This is an optimization exercise on Yosys and OpenROAD, whose aim is small area, a short achievable clock period and few clock cycles, not a production implementation.
Only simulation tests tie the RTL to the original design; equivalence was not proved.
Power is estimated from default activity; no workload was simulated.

== the reference run ==
Design btmp3_sensor_core, start of the top module:
module btmp3_sensor_core (
    input  wire        clk,
    input  wire        rst,         
    input  wire        cmd_valid,
    output wire        cmd_ready,
    input  wire [7:0]  cmd_op,
    input  wire [31:0] cmd_arg,
    input  wire [31:0] thresh0,
    input  wire [31:0] thresh1,
    output reg         rsp_valid,
    output reg  [7:0]  rsp_data
);
    localparam OP_TOUCH_IS_TOUCHED = 7'b0000100;    
    localparam OP_ENC_GET_POSITION = 8'h0C;
    localparam OP_ENC_RESET_POS    = 8'h0D;
    localparam OP_ENC_BUTTON       = 8'h0E;
    localparam OP_EV_TOUCH_EDGE    = 7'b0010100;    
    localparam OP_EV_ENC_EDGE      = 6'b001100;     
    localparam OP_EV_BTN_PRESS     = 8'h34;
    localparam OP_RESET            = 6'b111100;     
    assign cmd_ready = 1'b1;
    reg        c_valid;
    reg [7:0]  c_op;
    reg [31:0] c_arg;
    reg        c_rst;
    reg [31:0] th0, th1;
    always @(posedge clk) begin
        c_valid <= cmd_valid & ~rst;
        c_op    <= cmd_op;
        c_arg   <= cmd_arg;
        c_rst   <= rst;
        th0     <= thresh0;
        th1     <= thresh1;
    end
  ...
export LEC_CHECK = 0
export CAP_MARGIN = 20
export CORE_MARGIN = 2
export CORE_UTILIZATION = 40
export SLEW_MARGIN = 20
create_clock -name core_clock -period 30.0 [get_ports {clk}]
run.sh (not shown) runs the stock make flow with config.mk's settings and CLKGATE_MAP_FILE= SYNTH_SCRIPT=/design/flow/synth_recipe.tcl, a recipe that flattens the netlist after the stock synthesis.
Testbench counts of the reference run, summed over its fixed seeds: cycles 24,016.
Setup changes, the reference run to the trial run
# the reference run
export LEC_CHECK = 0
export CAP_MARGIN = 20
export CORE_MARGIN = 2
export CORE_UTILIZATION = 40
export SLEW_MARGIN = 20
create_clock -name core_clock -period 30.0 [get_ports {clk}]
# the trial run
export LEC_CHECK = 0
export CAP_MARGIN = 20
export CORE_MARGIN = 2
export CORE_UTILIZATION = 60
export CTS_BUF_LIST = sky130_fd_sc_hd__clkbuf_8
export CTS_CLUSTER_SIZE = 50
export SLEW_MARGIN = 20
create_clock -name core_clock -period 30.0 [get_ports {clk}]
### Flow results
The trial run finished every step from synthesis to the final layout, and the layout passed the timing, design-rule and antenna checks.
Routed wire in the trial run totals less than in the reference run.
The reference run has lower static leakage power than the trial run.
The reference run → the trial run: power share of the clock group fell 3.1 points; maximum frequency moved down.
For total negative slack, the trial run and the reference run come out practically identical.
Delta (the trial run minus the reference run): worst path setup slack after routing went down 0.18 ns, design area went down 1.7%, overall power consumption went down about 5.4%.
Critical path endpoint: rsp_data[0] -> the trial run, rsp_data[6] -> the reference run

========
Another version of the RTL of btmp3_sensor_core (not shown whole).
Size: ~860 flip-flops, about 120 I/O pins, ~0.031 mm² of cells after synthesis.
==> flow/config.mk <==
export PLATFORM = sky130hd
export DESIGN_NAME = btmp3_sensor_core
export DESIGN_NICKNAME = btmp3_sensor_core
export VERILOG_FILES = /design/flow/design.v
export SDC_FILE = /design/flow/constraint.sdc
export NUM_CORES = 4
export LEC_CHECK = 0
export CAP_MARGIN = 20
export CORE_MARGIN = 2
export CORE_UTILIZATION = 60
export SLEW_MARGIN = 20
==> flow/constraint.sdc <==
create_clock -name core_clock -period 30.0 [get_ports {clk}]
set_input_delay 6.0000 -clock core_clock [delete_from_list [all_inputs] [get_ports {clk}]]
set_output_delay 6.0000 -clock core_clock [all_outputs]
set_load 0.01 [all_outputs]
The starting point completed without violations.
Testbench counts at the start, summed over its fixed seeds: cycles 24,016.
Rerun with:
==> flow/flow/run.sh (new file) <==
#!/bin/bash
# The standard layout (standard.sh), with one change: the port buffers that
# global placement inserts are plain sky130_fd_sc_hd__buf_1 cells instead of
# the delay buffers it picks by default. Every port still gets its buffer.
# make's full output goes to layout.log; each ORFS step keeps its own log
# under orfs/logs/.
set -euo pipefail
bash standard.sh "BUFFER_PORTS_ARGS=-buffer_cell sky130_fd_sc_hd__buf_1" finish > layout.log 2>&1
==> flow/standard.sh (new file) <==
#!/bin/bash
# synth_recipe.tcl (not shown) runs the flow's synth.tcl, then flattens the netlist and writes it again
# the make line also repeats each setting of config.mk as NAME=value (left out here)
make -C /OpenROAD-flow-scripts/flow DESIGN_CONFIG=/design/flow/config.mk WORK_HOME=/design/flow/orfs CLKGATE_MAP_FILE= SYNTH_SCRIPT=/design/flow/synth_recipe.tcl "${@:-finish}"
- CTS_BUF_LIST: unset -> sky130_fd_sc_hd__clkbuf_16
- CTS_CLUSTER_DIAMETER: unset -> 70
- CTS_CLUSTER_SIZE: unset -> 22
removed: flow/run.sh
Effect: The changed run completed without violations. Global-route usage decreases by 0.39 points. Synthesized area is unchanged. Hold slack gains 0.0090 ns. Total power decreases by 15%. Cell area decreases by 5.6%. Routed wire length decreases by 1.4%. Clock skew increases by 0.011 ns. Fmax increases by 5.5%. Via count decreases by 1.4%.
Rerun with:
==> flow/run.sh (new file) <==
#!/bin/bash
# synth_recipe.tcl (not shown) runs the flow's synth.tcl, then flattens the netlist and writes it again
# the make line also repeats each setting of config.mk as NAME=value (left out here)
make -C /OpenROAD-flow-scripts/flow DESIGN_CONFIG=/design/flow/config.mk WORK_HOME=/design/flow/orfs CLKGATE_MAP_FILE= SYNTH_SCRIPT=/design/flow/synth_recipe.tcl finish
removed: flow/flow/run.sh
removed: flow/standard.sh
Effect: The changed run completed without violations. Global-route usage fell by 0.25 points. Design area rose by 2.1%. Non-clock buffer count fell by 2. Via count barely changes. Maximum frequency fell by 5.1%.
Rerun with:
- CTS_CLUSTER_DIAMETER: 70 -> 90
- CTS_CLUSTER_SIZE: 22 -> 30
After rerunning: The changed run passed the timing, design-rule and antenna checks; clock skew hardly moves; sequential share of layout area rose by 0.66 points; setup slack gets better by 0.021 ns; via count barely changes; power went down by 3.9%; die area stays the same; wire length fell by about 0.5%; global-route usage went down by 0.12 points; worst hold slack got worse by 0.0031 ns.

## separate check: timing with driven ports
In the flow no input, the clock included, has a driving cell. The finished layouts below were timed again as built, in two steps.
Step 1 (the two cells are an assumption about what drives the block):
set clk [get_ports {clk}]
set_driving_cell -lib_cell sky130_fd_sc_hd__clkbuf_16 $clk
set_driving_cell -lib_cell sky130_fd_sc_hd__buf_2 [delete_from_list [all_inputs] $clk]
Step 2 times the ports against the registers' clock, not the clock port: input delays grow and output delays shrink by t, the midpoint of the rising clock arrivals with the driver on.
Slacks: no drivers / after step 1 / after step 2; pairs: no drivers / after step 1.
run | t (ns) | setup slack, ns | worst data-port slew with drivers (ns)
the reference run | 0.692 | 22.500 / 22.433 / 22.887 | 0.06
the trial run | 0.816 | 22.321 / 22.267 / 22.945 | 0.06
the first run of note 2 | 0.683 | 22.497 / 22.436 / 22.937 | 0.05
the second run of note 2 | 0.665 | 22.888 / 22.829 / 23.264 | 0.05
the third run of note 2 | 0.661 | 22.504 / 22.441 / 22.900 | 0.05
the fourth run of note 2 | 0.649 | 22.525 / 22.462 / 22.918 | 0.05
After both steps every run listed still meets setup and hold.
